This design comes from an exercise in tuning for small area, a short achievable clock period and few clock cycles on the open sky130 flow, not from production work. RTL that was checked went through simulation tests only; none was proved equivalent to the original. The RTL of runs 3 to 6 was laid out without a check of its function. Power is estimated from default activity; no workload was simulated.

<file path="design/flow/design.v">
module dsb1_axis (
    input  wire               clk,
    input  wire               init,        
    input  wire               enc_add,     
    input  wire        [15:0] cnt_w,       
    input  wire               tick,        
    input  wire               pos_clear,   
    input  wire        [7:0]  target,
    input  wire        [7:0]  bias,
    output reg         [15:0] cnt,
    output reg         [31:0] pos,
    output wire        [31:0] pos_now,
    output reg         [15:0] last_delta,
    output reg                ld_neg_n,    
    output reg         [7:0]  t_s,
    output reg         [7:0]  b_s
);
    reg pend_v;    
    reg pend_c;    
    wire [15:0] d     = cnt;
    wire        d_rnd = d[15] & (d[1] | d[0]);
    wire [7:0]  a1    = pos[7:0];
    wire [7:0]  b1    = d[9:2];
    wire [8:0]  c1;
    wire [7:0]  lo_n;
    assign c1[0] = d_rnd;
    wire [15:0] ld    = last_delta;
    wire [7:0]  a2    = pos[15:8];
    wire [7:0]  b2    = {ld[15], ld[15], ld[15:10]};
    wire [8:0]  c2;
    wire [7:0]  mid_n;
    assign c2[0] = pend_c;
    genvar gi;
    generate
        for (gi = 0; gi < 8; gi = gi + 1) begin : g_rc
            assign lo_n[gi]    = a1[gi] ^ b1[gi] ^ c1[gi];
            assign c1[gi + 1]  = (a1[gi] & b1[gi]) | (c1[gi] & (a1[gi] ^ b1[gi]));
            assign mid_n[gi]   = a2[gi] ^ b2[gi] ^ c2[gi];
            assign c2[gi + 1]  = (a2[gi] & b2[gi]) | (c2[gi] & (a2[gi] ^ b2[gi]));
        end
    endgenerate
    wire        inc = pend_v & c2[8] & ~ld[15];
    wire        dec = pend_v & ~c2[8] & ld[15];
    wire [15:0] hi  = pos[31:16];
    wire [16:0] run;              
    wire [15:0] hi_n;
    assign run[0] = inc | dec;
    generate
        for (gi = 0; gi < 16; gi = gi + 1) begin : g_hi
            assign run[gi + 1] = run[gi] & (hi[gi] ^ dec);
            assign hi_n[gi]    = hi[gi] ^ run[gi];
        end
    endgenerate
    wire [7:0] mid_now = pend_v ? mid_n : pos[15:8];
    assign pos_now = {hi_n, mid_now, pos[7:0]};
    always @(posedge clk) begin
        if (init) begin
            cnt        <= 16'd0;
            pos        <= 32'd0;
            pend_v     <= 1'b0;
            last_delta <= 16'd0;
            ld_neg_n   <= 1'b1;
        end else if (pos_clear) begin
            pos    <= 32'd0;
            pend_v <= 1'b0;
        end else begin
            pos[31:8] <= {hi_n, mid_now};
            pend_v    <= tick;
            if (tick) begin
                cnt        <= 16'd0;
                last_delta <= d;
                ld_neg_n   <= ~d[15];
                pos[7:0]   <= lo_n;
            end else if (enc_add) begin
                cnt <= cnt_w;
            end
        end
    end
    always @(posedge clk) begin
        if (tick) begin
            t_s    <= target;
            b_s    <= bias;
            pend_c <= c1[8];
        end
    end
endmodule
module dsb1_pid (
    input  wire         clk,
    input  wire         rst,         
    input  wire         ev_valid,
    input  wire [31:0]  ev_word,
    output wire         ev_ready,
    output reg          act_valid,
    output wire [10:0]  act_a,
    output wire [10:0]  act_b,
    output wire [10:0]  act_c,
    output wire [10:0]  act_d,
    output reg          tx_valid,
    output wire [335:0] tx_frame,    
    output reg          pos_valid,
    output reg  [1:0]   pos_axis,
    output reg  [31:0]  pos_value
);
    localparam [3:0] EV_INIT   = 4'h1;
    localparam [3:0] EV_TICK   = 4'h2;
    localparam [3:0] EV_TEL    = 4'h3;
    localparam [3:0] EV_RX     = 4'h4;
    localparam [3:0] EV_COMMIT = 4'h5;
    localparam [3:0] EV_TXDONE = 4'h6;
    localparam [3:0] EV_TXERR  = 4'h7;
    localparam [3:0] EV_POS    = 4'h8;
    localparam [3:0] EV_ENC    = 4'h9;
    localparam [4:0] S_HDR  = 5'd0;
    localparam [4:0] S_TAIL = 5'd10;
    localparam [4:0] S_C0   = 5'd16;
    localparam [4:0] S_C8   = 5'd24;
    localparam [7:0] HEADER = 8'h23;
    localparam [7:0] TAIL   = 8'h21;
    reg       sr_v, sa_v, sb_v, sc_v;
    reg [1:0] sr_k, sc_k;
    reg        rst_q;
    reg        ev_v;
    reg [3:0]  ev_q;
    reg [1:0]  ax_q;
    reg [15:0] data_q;
    reg        hold;      
    reg        rdy;       
    assign ev_ready = rdy;
    wire       go      = ev_v && !hold;
    wire       do_tick = go && ev_q == EV_TICK;
    wire       sr_v_n  = do_tick | (sr_v && sr_k != 2'd3);
    wire [1:0] sr_k_n  = do_tick ? 2'd0 : sr_k + 2'd1;
    wire       ev_v_n  = hold ? ev_v : ev_valid;
    wire [3:0] ev_q_n  = hold ? ev_q : ev_word[31:28];
    wire       hold_n  = ev_v_n &&
                         ((ev_q_n == EV_TICK && sr_v_n && sr_k_n != 2'd3) ||
                          (ev_q_n == EV_INIT && (sr_v_n || sr_v)));
    always @(posedge clk) begin
        rst_q <= rst;
        if (rst) begin
            ev_v <= 1'b0;
            hold <= 1'b0;
            rdy  <= 1'b1;
        end else begin
            ev_v <= ev_v_n;
            hold <= hold_n;
            rdy  <= !hold_n;
        end
        if (!hold) begin
            ev_q   <= ev_word[31:28];
            ax_q   <= ev_word[27:26];
            data_q <= ev_word[15:0];
        end
    end
    wire [7:0] b = data_q[7:0];
    wire init      = rst_q | (go && ev_q == EV_INIT);
    wire do_tel    = go && ev_q == EV_TEL;
    wire do_rx     = go && ev_q == EV_RX;
    wire do_commit = go && ev_q == EV_COMMIT;
    wire do_txclr  = go && (ev_q == EV_TXDONE || ev_q == EV_TXERR);
    wire do_pos    = go && ev_q == EV_POS;
    wire do_enc    = go && ev_q == EV_ENC;
    reg [7:0] target [0:3];
    reg [7:0] bias   [0:3];
    reg [3:0] tgt_neg_n;    
    reg       ramp_en;
    reg       en_s;       
    reg  w21, w2140;
    wire trigger = do_rx && w2140 && b == 8'h21;
    wire [15:0] cnt        [0:3];
    wire [31:0] pos        [0:3];
    wire [31:0] pos_now    [0:3];
    wire [15:0] last_delta [0:3];
    wire [3:0]  ld_neg_n;
    wire [7:0]  t_s        [0:3];
    wire [7:0]  b_s        [0:3];
    wire [15:0] cnt_w = cnt[ax_q] + data_q;
    genvar gi;
    generate
        for (gi = 0; gi < 4; gi = gi + 1) begin : g_axis
            dsb1_axis u_axis (
                .clk        (clk),
                .init       (init),
                .enc_add    (do_enc && ax_q == gi),
                .cnt_w      (cnt_w),
                .tick       (do_tick),
                .pos_clear  (trigger),
                .target     (target[gi]),
                .bias       (bias[gi]),
                .cnt        (cnt[gi]),
                .pos        (pos[gi]),
                .pos_now    (pos_now[gi]),
                .last_delta (last_delta[gi]),
                .ld_neg_n   (ld_neg_n[gi]),
                .t_s        (t_s[gi]),
                .b_s        (b_s[gi])
            );
        end
    endgenerate
    reg signed [8:0]  ramp     [0:3];    
    reg signed [9:0]  integ    [0:3];
    reg signed [16:0] prev_err [0:3];
    reg signed [10:0] out      [0:3];
    assign act_a = out[0];
    assign act_b = out[1];
    assign act_c = out[2];
    assign act_d = out[3];
    wire signed [7:0]  t_r     = t_s[sr_k];
    wire signed [7:0]  b_r     = b_s[sr_k];
    wire signed [8:0]  r_r     = ramp[0];
    wire signed [8:0]  goal    = {t_r, 1'b0};
    wire signed [9:0]  rdiff   = goal - r_r;
    wire               near    = (rdiff > -10'sd55) && (rdiff < 10'sd55);
    wire signed [9:0]  r_up    = r_r + 10'sd55;
    wire signed [9:0]  r_dn    = r_r - 10'sd55;
    wire signed [9:0]  r_mv    = rdiff[9] ? r_dn : r_up;
    wire               to_goal = !en_s || near;
    wire signed [8:0]  ramp_n  = to_goal ? goal : r_mv[8:0];
    wire signed [7:0]  r_half  = (r_mv[8:0] + {8'd0, r_mv[8]}) >>> 1;
    wire signed [7:0]  sp_base = to_goal ? t_r : r_half;
    wire signed [8:0]  sp      = sp_base + b_r;
    reg signed [8:0]  sp_r;
    reg signed [15:0] d_r;
    wire signed [16:0] e       = sp_r - d_r;
    wire               e_hi    = !e[16] && e[15:0] > 16'd1000;
    wire               e_lo    = e[16] && e[15:0] < 16'hFC18;    
    wire signed [11:0] e12     = e[11:0];
    wire signed [11:0] isum    = integ[0] + e12;
    wire signed [9:0]  integ_n = (e_hi || (!e_lo && isum > 12'sd500))  ? 10'sd500 :
                                 (e_lo || isum < -12'sd500)            ? -10'sd500 :
                                 isum[9:0];
    wire signed [17:0] base    = (e <<< 1) - (prev_err[0] >>> 1);
    reg signed [17:0] base_q;
    reg               p0_q;
    wire signed [9:0]  i_b  = integ[3];
    wire signed [27:0] bq10 = {base_q, 10'd0};
    wire signed [27:0] y    = bq10 + 28'sd205 * i_b + 28'sd100;
    wire        [9:0]  frac = y[9:0];
    reg signed [17:0] fl0_q;      
    reg               dec_q;      
    reg               rem_q;      
    wire signed [17:0] fl    = fl0_q - {17'd0, dec_q};
    wire signed [17:0] t     = fl + {17'd0, fl[17] & rem_q};
    wire signed [10:0] out_n = t > 18'sd1000 ? 11'sd1000 :
                               (t < -18'sd1000 ? -11'sd1000 : t[10:0]);
    integer j;
    always @(posedge clk) begin
        if (rst_q) begin
            sr_v <= 1'b0;
            sa_v <= 1'b0;
            sb_v <= 1'b0;
            sc_v <= 1'b0;
        end else begin
            sr_v <= sr_v_n;
            sa_v <= sr_v;
            sb_v <= sa_v;
            sc_v <= sb_v;
        end
        act_valid <= !rst && !rst_q && sc_v && sc_k == 2'd3;
        sr_k <= sr_k_n;
        if (sc_v)
            sc_k <= sc_k + 2'd1;
        else
            sc_k <= 2'd0;
        if (do_tick)
            en_s <= ramp_en;
        sp_r   <= sp;
        d_r    <= last_delta[sr_k];
        base_q <= base;
        p0_q   <= prev_err[0][0];
        fl0_q  <= y[27:10];
        dec_q  <= p0_q & (frac <= 10'd610);
        rem_q  <= p0_q | (frac > 10'd200);
        if (init) begin
            for (j = 0; j < 4; j = j + 1) begin
                ramp[j]     <= 9'sd0;
                integ[j]    <= 10'sd0;
                prev_err[j] <= 17'sd0;
            end
        end else begin
            if (sr_v) begin
                for (j = 0; j < 3; j = j + 1)
                    ramp[j] <= ramp[j + 1];
                ramp[3] <= ramp_n;
            end
            if (sa_v) begin
                for (j = 0; j < 3; j = j + 1) begin
                    integ[j]    <= integ[j + 1];
                    prev_err[j] <= prev_err[j + 1];
                end
                integ[3]    <= integ_n;
                prev_err[3] <= e;
            end
        end
        if (sc_v)
            out[sc_k] <= out_n;
    end
    reg  [4:0] dst;
    reg  [7:0] pl [0:8];
    wire [3:0] cidx = dst[3:0];    
    wire       rx_store = do_rx && dst >= 5'd1 && dst <= 5'd9;
    always @(posedge clk) begin
        if (rx_store || do_commit) begin
            for (j = 0; j < 8; j = j + 1)
                pl[j] <= pl[j + 1];
            pl[8] <= b;
        end
    end
    always @(posedge clk) begin
        if (init) begin
            dst     <= S_HDR;
            w21     <= 1'b0;
            w2140   <= 1'b0;
            ramp_en <= 1'b0;
            tgt_neg_n <= 4'hF;
            for (j = 0; j < 4; j = j + 1) begin
                target[j] <= 8'd0;
                bias[j]   <= 8'd0;
            end
        end else begin
            if (do_rx) begin
                w21   <= !trigger && b == 8'h21;
                w2140 <= !trigger && w21 && b == 8'h40;
                if (dst == S_HDR) begin
                    if (b == HEADER)
                        dst <= 5'd1;
                end else if (dst == S_TAIL) begin
                    dst <= (b == TAIL) ? S_C0 : S_HDR;
                end else begin
                    dst <= dst + 5'd1;
                end
            end
            if (do_commit) begin
                if (cidx <= 4'd3) begin
                    target[cidx[1:0]]    <= pl[0];
                    tgt_neg_n[cidx[1:0]] <= ~pl[0][7];
                end
                else if (cidx == 4'd4)
                    ramp_en <= pl[0][0];
                else
                    bias[cidx[1:0] - 2'd1] <= pl[0];
                dst <= (dst == S_C8) ? S_HDR : dst + 5'd1;
            end
        end
    end
    reg busy;
    always @(posedge clk) begin
        if (init)
            busy <= 1'b0;
        else if (do_tel && !busy && data_q[0])
            busy <= 1'b1;
        else if (do_txclr)
            busy <= 1'b0;
    end
    assign tx_frame[7:0]     = HEADER;
    assign tx_frame[335:328] = TAIL;
    generate
        for (gi = 0; gi < 4; gi = gi + 1) begin : g_frame
            assign tx_frame[8 + 16*gi +: 16]   = {{8{~tgt_neg_n[gi]}}, target[gi]};
            assign tx_frame[72 + 32*gi +: 32]  = pos[gi];
            assign tx_frame[200 + 32*gi +: 32] = {{16{~ld_neg_n[gi]}}, last_delta[gi]};
        end
    endgenerate
    always @(posedge clk) begin
        if (rst) begin
            tx_valid  <= 1'b0;
            pos_valid <= 1'b0;
        end else begin
            tx_valid  <= do_tel && !busy && data_q[0];
            pos_valid <= do_pos;
        end
        if (do_pos)
            pos_axis <= ax_q;
        pos_value <= pos_now[ax_q];
    end
endmodule
</file>
<file path="design/flow/flow/run.sh">
#!/bin/bash
set -euo pipefail
bash standard.sh BUFFER_PORTS_ARGS="-buffer_cell sky130_fd_sc_hd__buf_2" finish > standard.log 2>&1
</file>
<file path="design/flow/standard.sh">
#!/bin/bash
# synth_recipe.tcl (not shown) runs the flow's synth.tcl, then flattens the netlist and writes it again
# the make line also repeats each setting of config.mk as NAME=value (left out here)
make -C /OpenROAD-flow-scripts/flow DESIGN_CONFIG=/design/flow/config.mk WORK_HOME=/design/flow/orfs CLKGATE_MAP_FILE= SYNTH_SCRIPT=/design/flow/synth_recipe.tcl "${@:-finish}"
</file>
<file path="design/flow/config.mk">
export PLATFORM = sky130hd
export DESIGN_NAME = dsb1_pid
export DESIGN_NICKNAME = dsb1_pid
export VERILOG_FILES = /design/flow/design.v
export SDC_FILE = /design/flow/constraint.sdc
export NUM_CORES = 4
export LEC_CHECK = 0
export CAP_MARGIN = 20
export CORE_MARGIN = 2
export CORE_UTILIZATION = 40
export SLEW_MARGIN = 20
</file>
<file path="design/flow/constraint.sdc">
create_clock -name core_clock -period 36.0 [get_ports {clk}]
set_input_delay 7.2000 -clock core_clock [delete_from_list [all_inputs] [get_ports {clk}]]
set_output_delay 7.2000 -clock core_clock [all_outputs]
set_load 0.01 [all_outputs]
</file>
==> reports/metrics.yaml, run 1 <==
outcome: "finished clean"
design.die.area_um2: 102000
syn_area_um2: 39900
yosys_register_bits: 802
cp_num_cells: 2
critPathBufInv: 2
grt_pass1_vias: 27269
cts.repair.resized: 0
fin_area_um2: 45700
critical_path_class: "reg -> out"
worstSetupEndpointType: "primary output"
antenna_cells_inserted: 0
cts_sinks: 802
route.detailed.wl_per_inst_um: 18.7
clock_path_buffers: 3
clockRootBuffer: "clkbuf_16"
setup_viol_count_final: 0
pin_count_of_the_biggest_net_entering_global_routing: 114
fp-row-count: 115
postSynth.topFlopCell: "dfxtp_1"
vias: 28669
finalHoldViolations: 0
postRouteWirelength_um: 103000
ant_nets: 0
path_max_fanout: 16
min_period_ps: 8750
worstSetupStartpointType: "flip-flop"
port-buffer-count: 426
layout_commonest_cell: "dfxtp_1"
timing.hold.worst.class: "reg -> reg"
htreeDepth: 3
post_dp_cell_area_um2: 42700
slew-limit-headroom: 0.316
vias_per_cell: 5.21
synth.yosys.seq_area_share: 0.469
final.setup_skew_ps: 49.2
power_mw: 2.76
drv_slew: 0
ys.warnings.count: 10
die-width_um: 320
power.ir.vdd_worst_mv: 0.0461
synth_enable_flop_cells: 269
syn_avg_cell_area_um2: 10.4
tritoncts: "done"
placed_instance_count: 5333
crit_arrival_ps: 1550
firstDrtPassIters: 8
netlist_cell_types: 81
clock_pin_slew_of_the_registers_on_the_worst_case_setup_and_hold_paths_ps: 60
hold-path-cell-count: 0
reg2reg_depth: 33
grt_remaining_overflow: 0
initial_utilization: 0.405
total_number_of_nets_in_the_final_design: 4446
post_route_cells_drive_above_1_share: 0.172
worst_ep_required_time_ps: 28800
layout.cells.most_common_list: "dfxtp_1, buf_2, nand2_1"
cpLargestDelayFamily: "buffers and inverters"
boundaryPins: 453
layoutNonFillerInstCount: 5502
grt_pass1_wl_um: 157000
synth_async_sr_flop_share: 0
tritoncts.num_buffers: 89
timing.critical_path.cells: "inv_1, buf_2"
remaining_drc_errors: 0
drtIter0Drc: 1877
post-dp-hpwl_um: 73700
cell_area_power_density_nw_per_um2: 60.3
rsz_0062_raised_after_global_routing: "no"
critical_path_max_stage_delay_ps: 350
track_usage: 0.195
cts.hold.buffers_added: 0
initial_antenna_violation_count: 3
fin_crit_sh: 0.243
max_cap_violations: 0
static-leakage-power_nw: 18.6
clk_latency_ps: 660
dpl_worst_slack_ps: 27750
transition_time_at_the_pin_with_the_least_slew_margin_ps: 1030
postcts_setup_bufs: 0
placeableCoreArea_um2: 98700
gpl.final_weighted_congestion: 0.861
critPathSlowestCell: "dfxtp_1"
floorplan.die.height_um: 320
synthToLayoutAreaGrowth_pct: 14.5
tns_ps: 0
syn-instance-count: 3840
finalWorstSetupSlack_ps: 27250
fmax_mhz: 114
-- metrics by stage --
stage	util	hold slack (ps)
final	0.463	371
after global routing	0.463	370
after CTS	0.463	367
after detailed placement	0.432	361
after global placement	0.432	375
after floorplan	-	330
-- sequential cells by signal, indices dropped and copies added, names as in the netlist, 36 cells and up --
signal                    cells
g_axis.u_axis.cnt            64
out                          44
g_axis.u_axis.pos           128
ramp                         36
g_axis.u_axis.last_delta     64
pl                           72
prev_err                     68
integ                        40
-- Yosys cell counts (47+ instances only) --
cell      number  share of area
dfxtp_1      533           0.27
nand2_1      380          0.036
nor2_1       334          0.031
edfxtp_1     269           0.20
inv_1        235          0.022
a21oi_1      214          0.027
mux2i_1      189          0.047
ha_1         175          0.055
clkbuf_1     133          0.012
o21ai_0      121          0.015
xnor2_1      118          0.026
buf_4        105          0.020
fa_1          98          0.049
xor2_1        92          0.020
nor2b_1       80          0.013
nand3_1       58         0.0073
and2_1        57         0.0089
mux4_2        56          0.032
nor3_1        54         0.0068
a21o_1        47         0.0088
-- cells by family after synthesis --
| logic type | share of synthesized area |
|---|---|
| AOI/OAI and AO/OA | 0.0998 |
| xor gates and xnor gates | 0.0476 |
| adders and majority gates | 0.104 |
| buffers and inverters | 0.0573 |
| DFF | 0.469 |
| muxes | 0.0854 |
| other | 0.000188 |
| and+or+nand+nor | 0.137 |
-- layer usage --
| layer | vias to the layer above | share of wire | track usage |
|---|---|---|---|
| met5 | - | 0 | 0 |
| met4 | 0 | 0.034 | 0.0703 |
| met3 | 169 | 0.052 | 0.0327 |
| met2 | 748 | 0.47 | 0.323 |
| met1 | 13822 | 0.44 | 0.258 |
| li1 | 13930 | - | - |
-- power by group --
group          switching [mW]  total (mW)  leakage (nW)  internal [mW]
sequential             0.0269        1.01          6.82          0.979
combinational           0.499       0.813          10.2          0.314
clock                   0.388       0.937          1.49          0.549
total                   0.913        2.76          18.6           1.84
-- path summary, 6_finish.rpt --
kind	from	to	slack, ps
setup / recovery	g_axis[1].u_axis.ld_neg_n	tx_frame[256]	27250
hold / removal	prev_err[0][0]	p0_q	370
setup reg to reg	sr_k[0]	sp_r[8]	28230
hold reg to reg	prev_err[0][0]	p0_q	370
-- cell type report --
type / count / area [um^2]
clock buffer: 124 / 2540
multi-input combinational: 2549 / 19000
timing repair buffer: 458 / 2370
sequential: 802 / 18800
inverter: 238 / 898
tap: 1287 / 1610
clock inverter: 44 / 517
fill: 9376 / 53000
Testbench counts, summed over its fixed seeds: cycles 16,065.
==> inputs of run 2 (changes only) <==
==> design/flow/flow/run.sh (replaced) <==
#!/bin/bash
set -euo pipefail
bash standard.sh BUFFER_PORTS_ARGS="-buffer_cell sky130_fd_sc_hd__buf_1" finish > standard.log 2>&1
==> run 2 against run 1 <==
Cell count shrank 0.15%. Synthesized area is the same. Clock power shrank 5.1%. Maximum frequency shrank 0.81%. Critical path type unchanged. Largest power group unchanged.
==> reports/metrics.yaml, run 2 <==
post_synth_xor_area_fraction: 0.0476
cts.hold.buffers_added: 0
firstDrtPassIters: 7
synth_top_cells_by_area: "dfxtp_1, edfxtp_1, ha_1"
layout.cells.most_common_list: "dfxtp_1, buf_1, nand2_1"
clockRootBuffer: "clkbuf_16"
largest_register: "g_axis.u_axis.pos"
synth_top_cell_by_area: "dfxtp_1"
postLayoutCoreUtil: 0.456
fin_crit_sh: 0.245
placeableCoreArea_um2: 98700
path_max_fanout: 16
hold-worst-slack_ps: 385
slew-limit-headroom: 0.315
grt_pass1_vias: 27186
synth_enable_flop_cells: 269
total_number_of_nets_in_the_final_design: 4443
drv_slew: 0
syn-instance-count: 3840
syn_area_um2: 39900
final.setup_skew_ps: 51.5
yosys_register_bits: 802
clk_latency_ps: 680
setup_viol_count_final: 0
dpl_worst_slack_ps: 27730
grt_pass1_wl_um: 156000
post_route_cells_drive_above_1_share: 0.0666
critPathSlowestCell: "dfxtp_1"
vias: 28530
fp-row-count: 115
min_period_ps: 8820
yosys.area.top_type_share: 0.267
antenna_cells_inserted: 0
tns_ps: 0
initial_antenna_violation_count: 2
gpl.final_weighted_congestion: 0.869
finalHoldViolations: 0
synth-simple-area-share: 0.137
port-buffer-count: 426
timing.hold.worst.class: "reg -> reg"
transition_time_at_the_pin_with_the_least_slew_margin_ps: 1030
worstSetupStartpointType: "flip-flop"
ant_nets: 0
route.detailed.wl_per_inst_um: 18.5
cell_area_power_density_nw_per_um2: 60.2
rsz_0062_raised_after_global_routing: "no"
worst_ep_required_time_ps: 28800
synth_async_sr_flop_share: 0
postcts_setup_bufs: 0
synth.yosys.seq_area_share: 0.469
static-leakage-power_nw: 16.7
drtIter0Drc: 2181
dominant_combinational_cell_family_by_area_after_synthesis: "simple AND/OR/NAND/NOR gates"
initial_utilization: 0.405
design.die.area_um2: 102000
pin_count_of_the_biggest_net_entering_global_routing: 95
die-width_um: 320
critical_path_max_stage_delay_ps: 340
vias_per_cell: 5.19
clock_path_buffers: 3
synth_mux_area_frac: 0.0854
tritoncts.num_buffers: 87
reg_top3: "g_axis.u_axis.pos (128), pl (72), prev_err (68)"
power.ir.vdd_worst_mv: 0.0453
clock_pin_slew_of_the_registers_on_the_worst_case_setup_and_hold_paths_ps: 60
outcome: "finished clean"
finalWorstSetupSlack_ps: 27180
postSynth.topFlopCell: "dfxtp_1"
htreeDepth: 3
synth_most_common_cell: "dfxtp_1"
postRouteWirelength_um: 101000
synth_compound_area_frac: 0.0998
track_usage: 0.193
timing.critical_path.cells: "inv_1, buf_1"
cts_sinks: 802
netlist_cell_types: 81
tritoncts: "done"
critPathBufInv: 2
yosys-top-cells-count: "dfxtp_1, nand2_1, nor2_1, edfxtp_1, inv_1"
number_of_flip_flops_under_the_largest_register_name: 128
max_cap_violations: 0
post-dp-hpwl_um: 73100
timing.reg2reg.setup_slack_ps: 28240
synthToLayoutAreaGrowth_pct: 12.7
critical_path_class: "reg -> out"
grt_remaining_overflow: 0
cts.repair.resized: 0
worstSetupEndpointType: "primary output"
layout_commonest_cell: "dfxtp_1"
boundaryPins: 453
syn_avg_cell_area_um2: 10.4
floorplan.die.height_um: 320
fmax_mhz: 113
ys.warnings.count: 10
cpLargestDelayFamily: "buffers and inverters"
yosys.area_share.adder: 0.104
remaining_drc_errors: 0
crit_arrival_ps: 1620
-- run 2: changes by cell type in the layout (fill, tap and decap cells not counted), moves of 3 or more --
cell        delta
clkinv_1       +7
buf_2        -426
clkbuf_16      -3
buf_1        +426
clkinv_2       -6
clkinvlp_4     -3
bufinv_16      -3
-- run 2: power breakdown --
part	internal, mW	switching, mW
clock	0.509	0.380
combinational	0.313	0.500
sequential	0.979	0.0265
-- run 2: final timing paths --
path,startpoint,endpoint,cells after the start
hold reg to reg,prev_err[0][0],p0_q,0
setup reg to reg,sr_k[0],sp_r[8],33
hold / removal,prev_err[0][0],p0_q,0
setup / recovery,g_axis[1].u_axis.ld_neg_n,tx_frame[256],2
-- run 2: per-stage QoR --
stage	instance area [um^2]	instances	power (mW)
after floorplan	40000	3854	1.63
after global placement	42100	5333	1.83
after detailed placement	42100	5333	1.84
after CTS	45000	5494	2.73
after global routing	45000	5494	2.87
final	45000	5494	2.71
-- run 2: cell families after synthesis --
kind of cell	Yosys count
AO/OA/AOI/OAI	622
multiplexers	268
XOR/XNOR	213
AND/OR/NAND/NOR	1157
buffers and inverters	503
other	2
adder cells (fa/ha/maj)	273
flip-flops	802
-- run 2: per-layer routing --
metal / up-vias / track usage / part of all wire / routed length, um
li1: 13890 / - / - / -
met1: 13668 / 0.255 / 0.44 / 44200
met2: 780 / 0.314 / 0.46 / 47200
met3: 192 / 0.0359 / 0.061 / 6170
met4: 0 / 0.0756 / 0.039 / 3960
met5: - / 0 / 0 / 0
-- run 2: area by class of cell --
class,instances,area (um^2)
tap,1287,1610
clock inverter,40,418
multi-input combinational,2549,19000
timing repair buffer,457,1830
inverter,238,898
clock buffer,121,2450
fill,9300,53700
sequential,802,18800
==> inputs of run 3 (changes only) <==
--- a/design/flow/design.v
+++ b/design/flow/design.v
@@ -356,9 +356,9 @@
     assign tx_frame[335:328] = TAIL;
     generate
         for (gi = 0; gi < 4; gi = gi + 1) begin : g_frame
-            assign tx_frame[8 + 16*gi +: 16]   = {{8{~tgt_neg_n[gi]}}, target[gi]};
+            assign tx_frame[8 + 16*gi +: 16]   = {{4{~tgt_neg_n[gi]}}, {4{target[gi][7]}}, target[gi]};
             assign tx_frame[72 + 32*gi +: 32]  = pos[gi];
-            assign tx_frame[200 + 32*gi +: 32] = {{16{~ld_neg_n[gi]}}, last_delta[gi]};
+            assign tx_frame[200 + 32*gi +: 32] = {{8{~ld_neg_n[gi]}}, {8{last_delta[gi][15]}}, last_delta[gi]};
         end
     endgenerate
     always @(posedge clk) begin
--- a/design/flow/config.mk
+++ b/design/flow/config.mk
@@ -8,4 +8,5 @@
 export CAP_MARGIN = 20
 export CORE_MARGIN = 2
 export CORE_UTILIZATION = 40
+export CTS_BUF_LIST = sky130_fd_sc_hd__clkbuf_8
 export SLEW_MARGIN = 20
==> run 3 against run 2 <==
Clock power decreased by 3.5%. Clock skew rose by 11 ps. Sequential power hardly changed. Critical endpoint is now tx_frame[219]. Sequential cell count stayed put. Critical path depth down 1. Global-route usage is 0.52 points higher. Sequential share of layout area down 0.24 points.
==> reports/metrics.yaml, run 3 <==
clock_pin_slew_of_the_registers_on_the_worst_case_setup_and_hold_paths_ps: 60
worstSetupStartpointType: "flip-flop"
yosys_register_bits: 802
clock_path_buffers: 3
max_cap_violations: 0
critical_path_max_stage_delay_ps: 980
layout_commonest_cell: "dfxtp_1"
critical_path_class: "reg -> out"
boundaryPins: 453
port-buffer-count: 426
yosys-top-cells-count: "dfxtp_1, nand2_1, nor2_1, edfxtp_1, inv_1"
initial_utilization: 0.402
outcome: "finished clean"
vias_per_cell: 5.15
post-dp-hpwl_um: 74800
pin_count_of_the_biggest_net_entering_global_routing: 115
design.die.area_um2: 103000
synth_top_cell_by_area: "dfxtp_1"
tritoncts: "done"
rsz_0062_raised_after_global_routing: "no"
layoutNonFillerInstCount: 5632
grt.met2_usage: 0.329
synthToLayoutAreaGrowth_pct: 12.6
global_route_track_usage_on_met1: 0.256
reg_top3: "g_axis.u_axis.pos (128), pl (72), prev_err (68)"
ant_nets: 0
clk_latency_ps: 830
path_max_fanout: 18
setup_viol_count_final: 0
cpLargestDelayFamily: "flip-flops"
cell_area_power_density_nw_per_um2: 59.6
die-width_um: 321
clockRootBuffer: "clkbuf_8"
route.detailed.wl_per_inst_um: 18.4
worst_ep_required_time_ps: 28800
layout.cells.most_common_list: "dfxtp_1, buf_1, nand2_1"
min_period_ps: 9240
postRouteWirelength_um: 104000
synth.yosys.seq_area_share: 0.467
syn-instance-count: 3871
firstDrtPassIters: 8
synth_top_cells_by_area: "dfxtp_1, edfxtp_1, ha_1"
grt.met3_usage: 0.0399
fmax_mhz: 108
tritoncts.num_buffers: 141
largest_register: "g_axis.u_axis.pos"
remaining_drc_errors: 0
timing.critical_path.cells: "buf_1"
postSynth.topFlopCell: "dfxtp_1"
gpl.final_weighted_congestion: 0.910
critPathBufInv: 1
crit_arrival_ps: 2040
postcts_setup_bufs: 0
transition_time_at_the_pin_with_the_least_slew_margin_ps: 1020
track_usage: 0.199
htreeDepth: 4
top_usage_layer: "met2"
vias: 28997
syn_avg_cell_area_um2: 10.4
synth_async_sr_flop_share: 0
slew-limit-headroom: 0.313
final.setup_skew_ps: 62.6
initial_antenna_violation_count: 3
total_number_of_nets_in_the_final_design: 4523
ys.warnings.count: 10
synth_enable_flop_cells: 269
post_route_cells_drive_above_1_share: 0.0843
worstSetupEndpointType: "primary output"
timing.hold.worst.class: "reg -> reg"
grt_pass1_wl_um: 160000
critPathSlowestCell: "dfxtp_1"
netlist_cell_types: 91
syn_area_um2: 40200
power.ir.vdd_worst_mv: 0.0353
cts_sinks: 802
static-leakage-power_nw: 17.0
drtIter0Drc: 2241
placeableCoreArea_um2: 99900
number_of_flip_flops_under_the_largest_register_name: 128
postLayoutCoreUtil: 0.453
yosys.area.top_type_share: 0.266
placed_instance_count: 5370
finalHoldViolations: 0
drv_slew: 0
cts.repair.resized: 0
floorplan.die.height_um: 321
cts.hold.buffers_added: 0
fp-row-count: 116
fin_crit_sh: 0.257
synth_most_common_cell: "dfxtp_1"
grt_pass1_vias: 27641
tns_ps: 0
grt_remaining_overflow: 0
filler_cell_count: 9504
-- run 3: changes by cell type after synthesis, sizes merged, moves of 9 or more --
cell | previous run | this run
and3 | 34 | 25
nand2b | 18 | 27
nor2 | 334 | 344
a21o | 47 | 35
o21ai | 128 | 114
nor3 | 54 | 63
inv | 236 | 247
nand2 | 380 | 360
nand3 | 58 | 49
-- run 3: where the power goes --
| group | internal, mW | total [mW] | switching (mW) |
|---|---|---|---|
| logic | 0.326 | 0.819 | 0.494 |
| registers | 0.984 | 1.02 | 0.0363 |
| clock network | 0.465 | 0.858 | 0.393 |
| total | 1.77 | 2.70 | 0.923 |
-- run 3: cell type report --
| type | instances | area, um^2 | share of cell area |
|---|---|---|---|
| multi-input cells | 2563 | 19200 | 0.424 |
| repair buffers | 458 | 1840 | 0.0406 |
| flip-flops and latches | 802 | 18800 | 0.414 |
| inverters | 249 | 940 | 0.0208 |
| diodes | 3 | 7.51 | 0.000166 |
| well taps | 1298 | 1620 | 0.0359 |
| clock inverters | 95 | 648 | 0.0143 |
| clock buffers | 164 | 2260 | 0.0499 |
-- run 3: final timing paths --
path / end / slack [ps] / cells past startpoint / startpoint
min: p0_q / 380 / 0 / prev_err[0][0]
max reg2reg: sp_r[7] / 27900 / 30 / sr_k[0]
max: tx_frame[219] / 26760 / 1 / g_axis[0].u_axis.last_delta[15]
min reg2reg: p0_q / 380 / 0 / prev_err[0][0]
-- run 3: metrics by stage --
stage,hold slack [ps],setup slack [ps],power [mW],area [um^2]
final,383,26760,2.70,45300
after detailed placement,372,27490,1.86,42300
after floorplan,330,27890,1.66,40200
after global placement,371,27530,1.85,42300
after global routing,391,26670,2.87,45300
after CTS,383,26580,2.72,45300
-- run 3: cell families after synthesis --
logic type      count (synthesis)  share of synthesized area
fa+ha+maj                     273                      0.104
xor+xnor                      207                     0.0451
other cells                     2                   0.000187
buf+inv                       520                     0.0587
simple gates                 1161                      0.137
mux                           279                     0.0878
flops                         802                      0.467
compound gates                627                      0.101
-- run 3: metal layers --
metal	share of wire	up-vias
met1	0.43	13792
met2	0.48	857
met3	0.059	203
met5	0.00013	-
met4	0.032	2
li1	-	14143
==> inputs of run 4 (changes only) <==
--- a/design/flow/config.mk
+++ b/design/flow/config.mk
@@ -8,5 +8,4 @@
 export CAP_MARGIN = 20
 export CORE_MARGIN = 2
 export CORE_UTILIZATION = 40
-export CTS_BUF_LIST = sky130_fd_sc_hd__clkbuf_8
 export SLEW_MARGIN = 20
==> run 4 against run 3 <==
Sequential cell count did not move. Cell count down 1.7%. Setup slack better by 150 ps. Highest routed layer is now met4. Critical path depth did not move. Largest power group unchanged. Sequential share of layout area is 0.16 points lower. Still clean. Sequential power barely moved. Critical path type unchanged. Routed wire length is 0.70% lower. Synthesized cell count unchanged. Maximum frequency grew 1.6%.
==> reports/metrics.yaml, run 4 <==
vias: 28673
clock_path_buffers: 3
fin_area_um2: 45400
clk_latency_ps: 670
remaining_drc_errors: 0
total_number_of_nets_in_the_final_design: 4471
tritoncts: "done"
timing.reg2reg.setup_slack_ps: 27870
timing.hold.worst.class: "reg -> reg"
syn-instance-count: 3871
post-dp-hpwl_um: 74800
power_mw: 2.78
timing.rr.end: "sp_r[7]"
reg_top3: "g_axis.u_axis.pos (128), pl (72), prev_err (68)"
fmax_mhz: 110
timing.critical_path.cells: "buf_1"
design.die.area_um2: 103000
grt_remaining_overflow: 0
holdPathEnd: "p0_q"
outcome: "finished clean"
path_max_fanout: 18
cts.repair.resized: 0
slew-limit-headroom: 0.305
yosys-top-cells-count: "dfxtp_1, nand2_1, nor2_1, edfxtp_1, inv_1"
cts_sinks: 802
track_usage: 0.196
tritoncts.num_buffers: 89
yosys_register_bits: 802
syn_area_um2: 40200
synth_most_common_cell: "dfxtp_1"
min_period_ps: 9100
netlist_cell_types: 91
yosys.area.top_type_share: 0.266
synth_top_cells_by_area: "dfxtp_1, edfxtp_1, ha_1"
synth_async_sr_flop_share: 0
cell_area_power_density_nw_per_um2: 61.2
firstDrtPassIters: 7
cpLargestDelayFamily: "flip-flops"
pin_count_of_the_biggest_net_entering_global_routing: 115
port-buffer-count: 426
reg2reg_depth: 30
die-width_um: 321
synthToLayoutAreaGrowth_pct: 13.1
syn_avg_cell_area_um2: 10.4
setup_viol_count_final: 0
finalHoldViolations: 0
drv_slew: 0
postLayoutCoreUtil: 0.455
max_cap_violations: 0
crit_arrival_ps: 1900
rsz_0062_raised_after_global_routing: "no"
worstSetupEndpointType: "primary output"
timing.rr.start: "sr_k[0]"
dpl_worst_slack_ps: 27490
critPathBufInv: 1
static-leakage-power_nw: 16.9
layout_commonest_cell: "dfxtp_1"
grt_pass1_wl_um: 159000
route.detailed.wl_per_inst_um: 18.6
clockRootBuffer: "clkbuf_16"
transition_time_at_the_pin_with_the_least_slew_margin_ps: 1040
vias_per_cell: 5.18
finalWorstSetupSlack_ps: 26900
initial_utilization: 0.402
grt_pass1_vias: 27213
ant_nets: 0
boundaryPins: 453
placeableCoreArea_um2: 99900
postcts_setup_bufs: 0
final.setup_skew_ps: 55.1
drtIter0Drc: 2327
layoutNonFillerInstCount: 5535
hold-worst-slack_ps: 381
critical_path_max_stage_delay_ps: 980
tns_ps: 0
fp-row-count: 116
critPathSlowestCell: "dfxtp_1"
cts.hold.buffers_added: 0
fin_crit_sh: 0.253
ys.warnings.count: 10
power.ir.vdd_worst_mv: 0.0348
worst_ep_required_time_ps: 28800
synth_enable_flop_cells: 269
postRouteWirelength_um: 103000
placed_instance_count: 5370
number_of_flip_flops_under_the_largest_register_name: 128
clock_pin_slew_of_the_registers_on_the_worst_case_setup_and_hold_paths_ps: 60
layout.cells.most_common_list: "dfxtp_1, buf_1, nand2_1"
synth_top_cell_by_area: "dfxtp_1"
gpl.final_weighted_congestion: 0.910
post_dp_cell_area_um2: 42300
synth.yosys.seq_area_share: 0.467
critical_path_class: "reg -> out"
hold-path-cell-count: 0
worstHoldStart: "prev_err[0][0]"
postSynth.topFlopCell: "dfxtp_1"
htreeDepth: 3
largest_register: "g_axis.u_axis.pos"
initial_antenna_violation_count: 1
post_route_cells_drive_above_1_share: 0.0723
floorplan.die.height_um: 321
worstSetupStartpointType: "flip-flop"
-- run 4: how the worst max path moves through the flow --
| stage | end | startpoint | depth (start not counted) |
|---|---|---|---|
| 2_1_floorplan | tx_frame[216] | g_axis[0].u_axis.last_delta[15] | 1 |
| 3_3_place_gp | tx_frame[215] | g_axis[0].u_axis.last_delta[15] | 1 |
| 3_5_place_dp | tx_frame[220] | g_axis[0].u_axis.last_delta[15] | 1 |
| 4_1_cts | tx_frame[220] | g_axis[0].u_axis.last_delta[15] | 1 |
| 5_1_grt | tx_frame[216] | g_axis[0].u_axis.last_delta[15] | 1 |
| 6_report | tx_frame[220] | g_axis[0].u_axis.last_delta[15] | 1 |
-- run 4: layer usage --
metal | wire (um) | vias to the layer above | GRT usage
met5 | 0 | - | 0
met4 | 3470 | 0 | 0.0671
met3 | 6020 | 184 | 0.0378
met2 | 48800 | 773 | 0.325
met1 | 44600 | 13728 | 0.257
li1 | - | 13988 | -
-- run 4: cell families after synthesis --
logic type	Yosys count	share of synthesized area
and+or+nand+nor	1161	0.137
DFF	802	0.467
AOI/OAI and AO/OA	627	0.101
buffers and inverters	520	0.0587
muxes	279	0.0878
adders and majority gates	273	0.104
xor gates and xnor gates	207	0.0451
other	2	0.000187
-- run 4: report_power, final --
part	internal [mW]	leakage, nW	switching, mW	total, mW
Combinational	0.326	8.55	0.494	0.819
Sequential	0.984	6.85	0.0362	1.02
Clock	0.562	1.50	0.380	0.941
-- run 4: final cells by class --
class / instances / area (um^2)
Fill cell: 9377 / 54400
Tap cell: 1298 / 1620
Clock buffer: 126 / 2580
Antenna cell: 2 / 5.00
Sequential cell: 802 / 18800
Timing Repair Buffer: 458 / 1840
Multi-Input combinational cell: 2563 / 19200
Inverter: 249 / 940
Clock inverter: 37 / 498
==> inputs of run 5 (changes only) <==
==> design/flow/flow/run.sh (replaced) <==
#!/bin/bash
set -euo pipefail
bash standard.sh BUFFER_PORTS_ARGS="-buffer_cell sky130_fd_sc_hd__buf_1" SETUP_SLACK_MARGIN=27.6 finish > standard.log 2>&1
==> run 5 against run 4 <==
Via count up 3.5%. Setup slack improved by 560 ps. Combinational power grew 0.7%. Critical path depth unchanged. Non-clock buffer count grew 156. Largest cell class is now sequential cells. Die area is the same.
==> reports/metrics.yaml, run 5 <==
netlist_cell_types: 91
rsz_0062_raised_after_global_routing: "yes"
critical_path_max_stage_delay_ps: 490
fp-row-count: 116
final.setup_skew_ps: 54.1
path_max_fanout: 6
timing.hold.worst.class: "reg -> reg"
cp_num_cells: 1
synth_most_common_cell: "dfxtp_1"
synth_top_cells_by_area: "dfxtp_1, edfxtp_1, ha_1"
vias_per_cell: 5.22
cts_sinks: 802
worstSetupEndpointType: "primary output"
placeableCoreArea_um2: 99900
port-buffer-count: 426
synth_top_cell_by_area: "dfxtp_1"
tns_ps: 0
vias: 29684
syn-instance-count: 3871
yosys-top-cells-count: "dfxtp_1, nand2_1, nor2_1, edfxtp_1, inv_1"
grt_pass1_vias: 28646
syn_avg_cell_area_um2: 10.4
postSynth.topFlopCell: "dfxtp_1"
ant_nets: 0
drtIter0Drc: 2356
critPathBufInv: 1
synth.yosys.seq_area_share: 0.467
clk_latency_ps: 670
max_cap_violations: 0
total_number_of_nets_in_the_final_design: 4627
initial_utilization: 0.402
critPathSlowestCell: "edfxtp_1"
layout.cells.most_common_list: "nand2_1, nor2_1, dfxtp_1"
die-width_um: 321
pin_count_of_the_biggest_net_entering_global_routing: 115
filler_cell_count: 8991
ys.warnings.count: 10
grt_pass1_wl_um: 167000
boundaryPins: 453
crit_arrival_ps: 1340
worst_ep_required_time_ps: 28800
floorplan.die.height_um: 321
firstDrtPassIters: 5
post_route_cells_drive_above_1_share: 0.236
postRouteWirelength_um: 109000
fmax_mhz: 117
postLayoutCoreUtil: 0.489
outcome: "finished clean"
synth_enable_flop_cells: 269
critical_path_class: "reg -> out"
setup_viol_count_final: 0
finalHoldViolations: 0
yosys.area.top_type_share: 0.266
synth_async_sr_flop_share: 0
number_of_flip_flops_under_the_largest_register_name: 128
min_period_ps: 8540
clockRootBuffer: "clkbuf_16"
clock_path_buffers: 3
critPathLaunch: "target[0][7]"
remaining_drc_errors: 0
reg2reg_depth: 30
power.combinational.fraction: 0.297
p_sw_mw: 0.914
htreeDepth: 3
transition_time_at_the_pin_with_the_least_slew_margin_ps: 1020
initial_antenna_violation_count: 2
drv_slew: 0
timing.rr.start: "sr_k[0]"
timing.reg2reg.setup_slack_ps: 28410
design.die.area_um2: 103000
cell_area_power_density_nw_per_um2: 56.9
timing.critical_path.cells: "clkbuf_2"
endpoint: "tx_frame[17]"
netSwitchingFraction: 0.329
yosys_register_bits: 802
clock_power_share: 0.339
gpl.final_weighted_congestion: 0.910
tritoncts.num_buffers: 89
synthToLayoutAreaGrowth_pct: 21.5
slew-limit-headroom: 0.317
reg_top3: "g_axis.u_axis.pos (128), pl (72), prev_err (68)"
power.ir.vdd_worst_mv: 0.0343
fin_crit_sh: 0.237
layout_commonest_cell: "nand2_1"
cpLargestDelayFamily: "flip-flops"
track_usage: 0.208
post-dp-hpwl_um: 74800
timing.rr.end: "sp_r[7]"
route.detailed.wl_per_inst_um: 19.2
worstSetupStartpointType: "flip-flop"
static-leakage-power_nw: 19.4
cell_internal_pwr_mw: 1.87
antenna_cells_inserted: 0
power_frac_seq: 0.364
grt_remaining_overflow: 0
largest_register: "g_axis.u_axis.pos"
tritoncts: "done"
syn_area_um2: 40200
power_mw: 2.78
clock_pin_slew_of_the_registers_on_the_worst_case_setup_and_hold_paths_ps: 70
run 5: cell counts after synthesis:
No cell type changed its count.
run 5: power groups by stage:
stage	sequential (mW)	clock, mW	combinational, mW
4_1_cts	1.01	0.962	0.826
2_1_floorplan	1.02	0	0.643
6_report	1.01	0.943	0.825
3_5_place_dp	1.04	0	0.820
3_3_place_gp	1.04	0	0.812
5_1_grt	1.02	1.00	0.929
run 5: what timing repair did:
| item | CTS | global route |
|---|---|---|
| gates resized for setup | 828 | 136 |
| setup buffers | 127 | 29 |
| hold buffers | 0 | 0 |
| setup endpoints to repair | 362 | 263 |
run 5: cell type report:
| type | instances | area, um^2 | area share |
|---|---|---|---|
| flip-flops and latches | 802 | 19300 | 0.395 |
| multi-input cells | 2563 | 19200 | 0.393 |
| repair buffers | 614 | 4660 | 0.0954 |
| clock buffers | 126 | 2580 | 0.0529 |
| well taps | 1298 | 1620 | 0.0333 |
| inverters | 249 | 975 | 0.0200 |
| clock inverters | 37 | 498 | 0.0102 |
run 5: kinds of logic after synthesis:
group / after synthesis / synth area share
AND/OR/NAND/NOR: 1161 / 0.137
flip-flops: 802 / 0.467
AO/OA/AOI/OAI: 627 / 0.101
buffers and inverters: 520 / 0.0587
multiplexers: 279 / 0.0878
adder cells (fa/ha/maj): 273 / 0.104
XOR/XNOR: 207 / 0.0451
other: 2 / 0.000187
run 5: worst min path at each step:
stage | start | end | slack [ps] | depth (start not counted)
after floorplan | prev_err[0][0] | p0_q | 330 | 0
after global placement | prev_err[0][0] | p0_q | 370 | 0
after detailed placement | prev_err[0][0] | p0_q | 370 | 0
after CTS | prev_err[0][0] | p0_q | 380 | 0
after global routing | prev_err[0][0] | p0_q | 390 | 0
final | prev_err[0][0] | p0_q | 380 | 0
run 5: per-layer routing:
metal	GRT usage	share of wire	up-vias	wire length [um]
li1	-	-	14318	-
met1	0.261	0.42	14222	45500
met2	0.342	0.47	892	51600
met3	0.0448	0.062	252	6820
met4	0.0956	0.050	0	5470
met5	0	0	-	0
run 5: per-stage QoR:
stage / instance area, um^2 / cells / hold WS [ps] / setup WS, ps
6_report: 48800 / 5689 / 381 / 27460
5_1_grt: 48800 / 5689 / 392 / 27410
4_1_cts: 48300 / 5660 / 384 / 27420
3_5_place_dp: 42300 / 5370 / 372 / 27490
3_3_place_gp: 42300 / 5370 / 371 / 27530
2_1_floorplan: 40200 / 3885 / 330 / 27890
==> inputs of run 6 (changes only) <==
--- a/design/flow/design.v
+++ b/design/flow/design.v
@@ -5,15 +5,13 @@
     input  wire        [15:0] cnt_w,       
     input  wire               tick,        
     input  wire               pos_clear,   
-    input  wire        [7:0]  target,
-    input  wire        [7:0]  bias,
     output reg         [15:0] cnt,
     output reg         [31:0] pos,
     output wire        [31:0] pos_now,
     output reg         [15:0] last_delta,
     output reg                ld_neg_n,    
-    output reg         [7:0]  t_s,
-    output reg         [7:0]  b_s
+    output reg                ld_sx,       
+    output reg                ld_sy        
 );
     reg pend_v;    
     reg pend_c;    
@@ -26,7 +24,8 @@
     assign c1[0] = d_rnd;
     wire [15:0] ld    = last_delta;
     wire [7:0]  a2    = pos[15:8];
-    wire [7:0]  b2    = {ld[15], ld[15], ld[15:10]};
+    wire        ld_s  = ~ld_neg_n;
+    wire [7:0]  b2    = {ld_s, ld_s, ld[15:10]};
     wire [8:0]  c2;
     wire [7:0]  mid_n;
     assign c2[0] = pend_c;
@@ -39,8 +38,8 @@
             assign c2[gi + 1]  = (a2[gi] & b2[gi]) | (c2[gi] & (a2[gi] ^ b2[gi]));
         end
     endgenerate
-    wire        inc = pend_v & c2[8] & ~ld[15];
-    wire        dec = pend_v & ~c2[8] & ld[15];
+    wire        inc = pend_v & c2[8] & ld_neg_n;
+    wire        dec = pend_v & ~c2[8] & ~ld_neg_n;
     wire [15:0] hi  = pos[31:16];
     wire [16:0] run;              
     wire [15:0] hi_n;
@@ -77,11 +76,12 @@
         end
     end
     always @(posedge clk) begin
-        if (tick) begin
-            t_s    <= target;
-            b_s    <= bias;
+        if (tick)
             pend_c <= c1[8];
-        end
+    end
+    always @(posedge clk) begin
+        ld_sx <= last_delta[15];
+        ld_sy <= ~ld_neg_n;
     end
 endmodule
 module dsb1_pid (
@@ -163,6 +163,8 @@
     reg [7:0] target [0:3];
     reg [7:0] bias   [0:3];
     reg [3:0] tgt_neg_n;    
+    reg [3:0] tgt_sx;       
+    reg [3:0] tgt_sy;       
     reg       ramp_en;
     reg       en_s;       
     reg  w21, w2140;
@@ -172,8 +174,9 @@
     wire [31:0] pos_now    [0:3];
     wire [15:0] last_delta [0:3];
     wire [3:0]  ld_neg_n;
-    wire [7:0]  t_s        [0:3];
-    wire [7:0]  b_s        [0:3];
+    wire [3:0]  ld_sx, ld_sy;
+    reg  [7:0]  t_s        [0:3];    
+    reg  [7:0]  b_s        [0:3];    
     wire [15:0] cnt_w = cnt[ax_q] + data_q;
     genvar gi;
     generate
@@ -185,15 +188,13 @@
                 .cnt_w      (cnt_w),
                 .tick       (do_tick),
                 .pos_clear  (trigger),
-                .target     (target[gi]),
-                .bias       (bias[gi]),
                 .cnt        (cnt[gi]),
                 .pos        (pos[gi]),
                 .pos_now    (pos_now[gi]),
                 .last_delta (last_delta[gi]),
                 .ld_neg_n   (ld_neg_n[gi]),
-                .t_s        (t_s[gi]),
-                .b_s        (b_s[gi])
+                .ld_sx      (ld_sx[gi]),
+                .ld_sy      (ld_sy[gi])
             );
         end
     endgenerate
@@ -205,8 +206,8 @@
     assign act_b = out[1];
     assign act_c = out[2];
     assign act_d = out[3];
-    wire signed [7:0]  t_r     = t_s[sr_k];
-    wire signed [7:0]  b_r     = b_s[sr_k];
+    wire signed [7:0]  t_r     = t_s[0];
+    wire signed [7:0]  b_r     = b_s[0];
     wire signed [8:0]  r_r     = ramp[0];
     wire signed [8:0]  goal    = {t_r, 1'b0};
     wire signed [9:0]  rdiff   = goal - r_r;
@@ -262,8 +263,18 @@
             sc_k <= sc_k + 2'd1;
         else
             sc_k <= 2'd0;
-        if (do_tick)
+        if (do_tick) begin
             en_s <= ramp_en;
+            for (j = 0; j < 4; j = j + 1) begin
+                t_s[j] <= target[j];
+                b_s[j] <= bias[j];
+            end
+        end else if (sr_v) begin
+            for (j = 0; j < 3; j = j + 1) begin
+                t_s[j] <= t_s[j + 1];
+                b_s[j] <= b_s[j + 1];
+            end
+        end
         sp_r   <= sp;
         d_r    <= last_delta[sr_k];
         base_q <= base;
@@ -356,12 +367,16 @@
     assign tx_frame[335:328] = TAIL;
     generate
         for (gi = 0; gi < 4; gi = gi + 1) begin : g_frame
-            assign tx_frame[8 + 16*gi +: 16]   = {{4{~tgt_neg_n[gi]}}, {4{target[gi][7]}}, target[gi]};
+            assign tx_frame[8 + 16*gi +: 16]   = {{3{tgt_sy[gi]}}, {3{tgt_sx[gi]}}, {2{target[gi][7]}}, target[gi]};
             assign tx_frame[72 + 32*gi +: 32]  = pos[gi];
-            assign tx_frame[200 + 32*gi +: 32] = {{8{~ld_neg_n[gi]}}, {8{last_delta[gi][15]}}, last_delta[gi]};
+            assign tx_frame[200 + 32*gi +: 32] = {{6{ld_sy[gi]}}, {5{ld_sx[gi]}}, {5{last_delta[gi][15]}}, last_delta[gi]};
         end
     endgenerate
     always @(posedge clk) begin
+        for (j = 0; j < 4; j = j + 1) begin
+            tgt_sx[j] <= target[j][7];
+            tgt_sy[j] <= ~tgt_neg_n[j];
+        end
         if (rst) begin
             tx_valid  <= 1'b0;
             pos_valid <= 1'b0;
==> design/flow/flow/run.sh (replaced) <==
#!/bin/bash
set -euo pipefail
bash standard.sh BUFFER_PORTS_ARGS="-buffer_cell sky130_fd_sc_hd__buf_1" finish > standard.log 2>&1
==> run 6 against run 5 <==
Total power fell by 25%. Global-route usage decreased by 0.91 points. Worst hold slack worse by 17 ps. Sequential cell count increased by 16. Synthesized area is essentially flat. Via count down 4.1%. Routed wire length down 5.2%. Clock skew shrank 25 ps. Largest cell class unchanged.
==> reports/metrics.yaml, run 6 <==
postLayoutCoreUtil: 0.456
htreeDepth: 3
top_usage_layer: "met2"
post-dp-hpwl_um: 75600
placeableCoreArea_um2: 99900
postcts_setup_bufs: 0
syn_area_um2: 40200
boundaryPins: 453
worstSetupStartpointType: "flip-flop"
clock_power_share: 0.454
largest_register: "g_axis.u_axis.pos"
design.die.area_um2: 103000
tns_ps: 0
power_mw: 2.08
port-buffer-count: 426
netlist_cell_types: 83
yosys-top-cells-count: "dfxtp_1, nand2_1, nor2_1, edfxtp_1, inv_1"
vias: 28471
fmax_mhz: 110
finalWorstSetupSlack_ps: 26910
initial_antenna_violation_count: 11
ys.warnings.count: 14
outcome: "finished clean"
floorplan.die.height_um: 321
layout_commonest_cell: "dfxtp_1"
dpl_worst_slack_ps: 27420
clock_path_buffers: 3
p_sw_mw: 0.500
min_period_ps: 9090
post_route_cells_drive_above_1_share: 0.0697
layoutNonFillerInstCount: 5603
synth_top_cell_by_area: "dfxtp_1"
netSwitchingFraction: 0.241
grt.met2_usage: 0.330
timing.critical_path.cells: "buf_1"
final.setup_skew_ps: 28.9
route.detailed.wl_per_inst_um: 18.5
synthToLayoutAreaGrowth_pct: 13.2
synth_top_cells_by_area: "dfxtp_1, edfxtp_1, ha_1"
syn-instance-count: 3921
gpl.final_weighted_congestion: 0.850
clock_pin_slew_of_the_registers_on_the_worst_case_setup_and_hold_paths_ps: 60
power.ir.vdd_worst_mv: 0.0335
reg_top3: "g_axis.u_axis.pos (128), pl (72), prev_err (68)"
power_frac_seq: 0.475
timing.hold.worst.class: "reg -> reg"
number_of_flip_flops_under_the_largest_register_name: 128
yosys.area.top_type_share: 0.273
grt_remaining_overflow: 0
hold-worst-slack_ps: 363
cts.repair.resized: 0
synth.yosys.seq_area_share: 0.474
syn_avg_cell_area_um2: 10.3
drv_slew: 0
setup_viol_count_final: 0
critical_path_max_stage_delay_ps: 1000
synth_enable_flop_cells: 269
grt_pass1_vias: 27183
total_number_of_nets_in_the_final_design: 4534
clk_latency_ps: 660
fin_crit_sh: 0.252
finalHoldViolations: 0
path_max_fanout: 10
cpLargestDelayFamily: "flip-flops"
global_route_track_usage_on_met1: 0.254
critPathBufInv: 1
initial_utilization: 0.403
cell_internal_pwr_mw: 1.58
fin_area_um2: 45500
synth_most_common_cell: "dfxtp_1"
post_dp_cell_area_um2: 42400
tritoncts: "done"
pin_count_of_the_biggest_net_entering_global_routing: 73
crit_arrival_ps: 1890
tritoncts.num_buffers: 92
critPathSlowestCell: "dfxtp_1"
fp-row-count: 116
placed_instance_count: 5431
postSynth.topFlopCell: "dfxtp_1"
transition_time_at_the_pin_with_the_least_slew_margin_ps: 1040
cts.hold.buffers_added: 0
grt_pass1_wl_um: 159000
track_usage: 0.198
ant_nets: 0
drtIter0Drc: 1845
power.combinational.fraction: 0.071
die-width_um: 321
worstSetupEndpointType: "primary output"
worst_ep_required_time_ps: 28800
grt.met3_usage: 0.0417
max_cap_violations: 0
slew-limit-headroom: 0.303
remaining_drc_errors: 0
firstDrtPassIters: 6
vias_per_cell: 5.08
timing.reg2reg.setup_slack_ps: 28980
postRouteWirelength_um: 104000
clockRootBuffer: "clkbuf_16"
critical_path_class: "reg -> out"
static-leakage-power_nw: 17.1
layout.cells.most_common_list: "dfxtp_1, nand2_1, buf_1"
cts_sinks: 818
synth_async_sr_flop_share: 0
rsz_0062_raised_after_global_routing: "no"
yosys_register_bits: 818
cell_area_power_density_nw_per_um2: 45.6
[run 6: changes by cell type after synthesis, sizes merged, moves of 13 or more]
cell | before | now
a222oi | 31 | 16
and3 | 25 | 44
dfxtp | 533 | 549
mux2i | 197 | 176
nand2 | 360 | 500
nor2b | 86 | 57
nor3 | 63 | 45
o21ai | 114 | 101
xnor2 | 117 | 133
[run 6: final cells by class]
type	instances	area, um^2
multi-input combinational	2611	18900
clock buffer	130	2620
inverter	239	902
sequential	818	19100
tap	1298	1620
timing repair buffer	465	1890
clock inverter	39	439
fill	9522	54300
antenna	3	7.51
[run 6: path summary, 6_finish.rpt]
kind | from | endpoint | depth (start not counted)
worst max register to register | g_axis[1].u_axis.last_delta[10] | pos_value[31] | 18
worst min register to register | prev_err[0][0] | p0_q | 0
worst max-delay path | g_axis[1].u_axis.last_delta[15] | tx_frame[248] | 1
worst min-delay path | prev_err[0][0] | p0_q | 0
[run 6: cells by family after synthesis]
group	Yosys count	share of synthesized area
AOI/OAI and AO/OA	574	0.0901
xor gates and xnor gates	224	0.0491
adders and majority gates	272	0.103
buffers and inverters	506	0.0572
DFF	818	0.474
muxes	255	0.0814
other	2	0.000187
and+or+nand+nor	1270	0.145
[run 6: power groups by stage]
stage	registers [mW]	clock network (mW)	logic [mW]
4_1_cts	0.986	0.966	0.148
2_1_floorplan	1.00	0	0.110
3_5_place_dp	1.01	0	0.147
5_1_grt	0.989	1.00	0.163
3_3_place_gp	1.01	0	0.146
6_report	0.986	0.943	0.147
[run 6: metal layers]
metal | share of wire | vias to the layer above | routed length, um
li1 | - | 14026 | -
met1 | 0.43 | 13548 | 44600
met2 | 0.48 | 740 | 49400
met3 | 0.060 | 157 | 6270
met4 | 0.033 | 0 | 3410
met5 | 0 | - | 0
[run 6: worst reg2reg max path: stages, from the launching register on]
cell and delay, ps:
dfxtp_1 490, fa_1 540, fa_1 420, fa_1 410
fa_1 420, fa_1 410, fa_1 410, inv_1 90
fa_1 190, fa_1 290, nand3_1 600, or4_1 670
mux2_2 310, a211oi_1 390, o21ai_0 340, a21o_1 270
nor2_1 140, xor2_1 90, mux4_2 450
==> inputs of run 7 (changes only) <==
--- a/design/flow/design.v
+++ b/design/flow/design.v
@@ -367,9 +367,9 @@
     assign tx_frame[335:328] = TAIL;
     generate
         for (gi = 0; gi < 4; gi = gi + 1) begin : g_frame
-            assign tx_frame[8 + 16*gi +: 16]   = {{3{tgt_sy[gi]}}, {3{tgt_sx[gi]}}, {2{target[gi][7]}}, target[gi]};
+            assign tx_frame[8 + 16*gi +: 16]   = {{4{tgt_sy[gi]}}, {5{tgt_sx[gi]}}, target[gi][6:0]};
             assign tx_frame[72 + 32*gi +: 32]  = pos[gi];
-            assign tx_frame[200 + 32*gi +: 32] = {{6{ld_sy[gi]}}, {5{ld_sx[gi]}}, {5{last_delta[gi][15]}}, last_delta[gi]};
+            assign tx_frame[200 + 32*gi +: 32] = {{8{ld_sy[gi]}}, {9{ld_sx[gi]}}, last_delta[gi][14:0]};
         end
     endgenerate
     always @(posedge clk) begin
==> run 7 against run 6 <==
Still clean on timing, DRC and antenna. Count of clock-buffer cells in the layout decreased by 29. First-iteration DRC count decreased by 3.2%. Maximum frequency increased by 3.6%. Synthesized area increased by 1.3%. Worst hold slack worse by 5.8 ps. Die area is 1.3% higher. Sequential share of layout area fell by 0.24 points. Critical endpoint is now tx_frame[276]. Largest power group unchanged.
==> reports/metrics.yaml, run 7 <==
outcome: "finished clean"
p_sw_mw: 0.569
tns_ps: 0
timing.critical_path.cells: "buf_1"
synth_enable_flop_cells: 269
postSynth.topFlopCell: "dfxtp_1"
syn-instance-count: 4010
track_usage: 0.191
layoutNonFillerInstCount: 5690
timing.rr.end: "pos_value[31]"
number_of_flip_flops_under_the_largest_register_name: 128
floorplan.die.height_um: 323
total_number_of_nets_in_the_final_design: 4552
synth.yosys.seq_area_share: 0.468
clock_power_share: 0.449
die-width_um: 323
synth_top_cells_by_area: "dfxtp_1, edfxtp_1, ha_1"
slew-limit-headroom: 0.214
worst_ep_required_time_ps: 28800
vias_per_cell: 5.02
synthToLayoutAreaGrowth_pct: 12.4
worstSetupEndpointType: "primary output"
syn_avg_cell_area_um2: 10.2
drtIter0Drc: 1786
cell_area_power_density_nw_per_um2: 48.7
yosys.area.top_type_share: 0.270
netSwitchingFraction: 0.255
placeableCoreArea_um2: 101000
static-leakage-power_nw: 17.0
cts.repair.resized: 0
initial_utilization: 0.402
post_route_cells_drive_above_1_share: 0.0666
remaining_drc_errors: 0
gpl.final_weighted_congestion: 0.851
drv_slew: 0
synth_most_common_cell: "dfxtp_1"
finalWorstSetupSlack_ps: 27230
cts.hold.buffers_added: 0
fmax_mhz: 114
placed_instance_count: 5522
yosys-top-cells-count: "dfxtp_1, nand2_1, nor2_1, edfxtp_1, inv_1"
critPathSlowestCell: "dfxtp_1"
max_cap_violations: 0
power.combinational.fraction: 0.101
power.ir.vdd_worst_mv: 0.0399
firstDrtPassIters: 5
yosys_register_bits: 818
htreeDepth: 3
min_period_ps: 8770
route.detailed.wl_per_inst_um: 17.7
grt_pass1_wl_um: 156000
critPathBufInv: 1
boundaryPins: 453
critical_path_max_stage_delay_ps: 690
path_max_fanout: 4
tritoncts.num_buffers: 89
netlist_cell_types: 87
largest_register: "g_axis.u_axis.pos"
vias: 28558
fin_crit_sh: 0.244
worstHoldStart: "prev_err[0][0]"
crit_arrival_ps: 1570
synth_async_sr_flop_share: 0
critical_path_class: "reg -> out"
port-buffer-count: 426
grt_remaining_overflow: 0
transition_time_at_the_pin_with_the_least_slew_margin_ps: 1180
holdPathEnd: "p0_q"
worstSetupStartpointType: "flip-flop"
reg_top3: "g_axis.u_axis.pos (128), pl (72), prev_err (68)"
power_frac_seq: 0.450
ys.warnings.count: 14
antenna_cells_inserted: 0
finalHoldViolations: 0
design.die.area_um2: 104000
postcts_setup_bufs: 0
hold-path-cell-count: 0
clockRootBuffer: "clkbuf_16"
pin_count_of_the_biggest_net_entering_global_routing: 93
cpLargestDelayFamily: "flip-flops"
filler_cell_count: 9689
synth_top_cell_by_area: "dfxtp_1"
clock_path_buffers: 3
reg2reg_depth: 17
clock_pin_slew_of_the_registers_on_the_worst_case_setup_and_hold_paths_ps: 60
rsz_0062_raised_after_global_routing: "no"
grt_pass1_vias: 27520
timing.reg2reg.setup_slack_ps: 29220
post-dp-hpwl_um: 72000
timing.hold.worst.class: "reg -> reg"
fp-row-count: 117
timing.rr.start: "g_axis[2].u_axis.last_delta[10]"
layout.cells.most_common_list: "dfxtp_1, nand2_1, buf_1"
final.setup_skew_ps: 38.3
initial_antenna_violation_count: 2
setup_viol_count_final: 0
tritoncts: "done"
dpl_worst_slack_ps: 27450
layout_commonest_cell: "dfxtp_1"
ant_nets: 0
syn_area_um2: 40700
clk_latency_ps: 670
postRouteWirelength_um: 101000
cts_sinks: 818
cell_internal_pwr_mw: 1.66
## run 7: cell count changes after synthesis, moves of 15 or more
cell	change
nand3_1	+15
and2_1	-15
nor2b_1	+29
nor2_1	-19
nand2_1	+33
a211oi_1	-17
and3_1	-15
buf_4	+57
## run 7: final cells by class
class                           instances  area [um^2]  share of cell area
Sequential cell                       818        19100               0.417
Multi-Input combinational cell       2637        19000               0.415
Clock buffer                          101         2320              0.0507
Timing Repair Buffer                  452         1790              0.0392
Tap cell                             1368         1710              0.0374
Inverter                              247          932              0.0204
Clock inverter                         67          922              0.0201
## run 7: power by group through the flow
stage	Sequential [mW]	Clock (mW)	Combinational, mW
2_1_floorplan	1.01	0	0.179
3_3_place_gp	1.02	0	0.222
3_5_place_dp	1.02	0	0.224
4_1_cts	1.00	1.03	0.226
5_1_grt	1.01	1.06	0.252
6_report	1.00	1.00	0.225
## run 7: logic make-up (layout without fill, tap and decap cells)
logic type | count (synthesis) | count (layout) | share of synthesized area
muxes | 252 | 252 | 0.0782
adders and majority gates | 272 | 272 | 0.102
AOI/OAI and AO/OA | 562 | 562 | 0.0867
buffers and inverters | 569 | 867 | 0.0677
other | 2 | 16 | 0.000184
xor gates and xnor gates | 230 | 230 | 0.0502
DFF | 818 | 818 | 0.468
and+or+nand+nor | 1305 | 1305 | 0.147
## run 7: stage by stage
| step | hold WS, ps | util | area (um^2) | total power, mW |
|---|---|---|---|---|
| finish | 357 | 0.452 | 45800 | 2.23 |
| global route | 375 | 0.452 | 45800 | 2.32 |
| CTS | 361 | 0.452 | 45800 | 2.26 |
| detailed placement | 348 | 0.420 | 42500 | 1.25 |
| global placement | 354 | 0.420 | 42500 | 1.25 |
| floorplan | 330 | - | 40800 | 1.19 |
## run 7: how the worst max path moves through the flow
stage / depth (start not counted) / end / slack (ps) / startpoint
after CTS: 1 / tx_frame[214] / 27150 / g_axis[0].u_axis.last_delta[14]
after floorplan: 3 / rdy / 27660 / ev_word[30]
after global routing: 1 / tx_frame[287] / 27130 / g_axis[2].u_axis.ld_sx
after detailed placement: 4 / rdy / 27450 / ev_word[30]
final: 1 / tx_frame[276] / 27230 / g_axis[2].u_axis.last_delta[12]
after global placement: 4 / rdy / 27460 / ev_word[30]
## run 7: metal layers
metal	global-route usage	vias up	share of wire
li1	-	14048	-
met1	0.245	13614	0.44
met2	0.320	716	0.47
met3	0.0368	180	0.052
met4	0.0735	0	0.038
met5	0	-	0
## run 7: worst register-to-register path: cells and delay by family, from the launching register on
family / cells / cell delay [ps]
flip-flops: 1 / 380
adder cells (fa/ha/maj): 8 / 2990
buffers and inverters: 1 / 90
AO/OA/AOI/OAI: 3 / 1090
multiplexers: 2 / 760
XOR/XNOR: 1 / 140
AND/OR/NAND/NOR: 2 / 1210
Testbench counts of run 7, summed over its fixed seeds: cycles 16,065.

separate check: timing with driven ports:
How much do the figures lean on ideal ports? The routed layouts below were timed once more, with nothing changed but the port constraints.
Step 1 sets driving cells, clkbuf_16 on the clock port and buf_2 on the other inputs (assumed; they add their load-dependent delay and slew).
Step 2 moves the port delays by t, midway between the first and last clock arrival at a register: inputs arrive t later, outputs are due t later. That takes back most of the time a late clock gives input paths.
a / b / c = no drivers / after step 1 / after step 2; a / b = the first two.
run | t (ns) | setup WS [ns] | hold slack, ns | latest minus earliest clock arrival (ns) | slew at the worst register clock pin (ns)
run 1 | 0.713 | 27.248 / 27.181 / 27.771 | 0.371 / 0.371 / 0.371 | 0.064 / 0.063 | 0.06 / 0.06
run 2 | 0.715 | 27.177 / 27.112 / 27.729 | 0.385 / 0.385 / 0.385 | 0.052 / 0.052 | 0.07 / 0.07
run 3 | 0.870 | 26.755 / 26.685 / 27.555 | 0.383 / 0.383 / 0.383 | 0.071 / 0.072 | 0.07 / 0.07
run 4 | 0.710 | 26.901 / 26.837 / 27.546 | 0.381 / 0.381 / 0.381 | 0.056 / 0.055 | 0.07 / 0.07
run 5 | 0.718 | 27.459 / 27.388 / 27.816 | 0.381 / 0.381 / 0.381 | 0.055 / 0.054 | 0.07 / 0.07
run 6 | 0.722 | 26.913 / 26.841 / 27.375 | 0.363 / 0.363 / 0.363 | 0.031 / 0.031 | 0.07 / 0.07
run 7 | 0.728 | 27.232 / 27.158 / 27.477 | 0.357 / 0.357 / 0.357 | 0.043 / 0.043 | 0.06 / 0.06
After both steps every run listed still meets setup and hold.
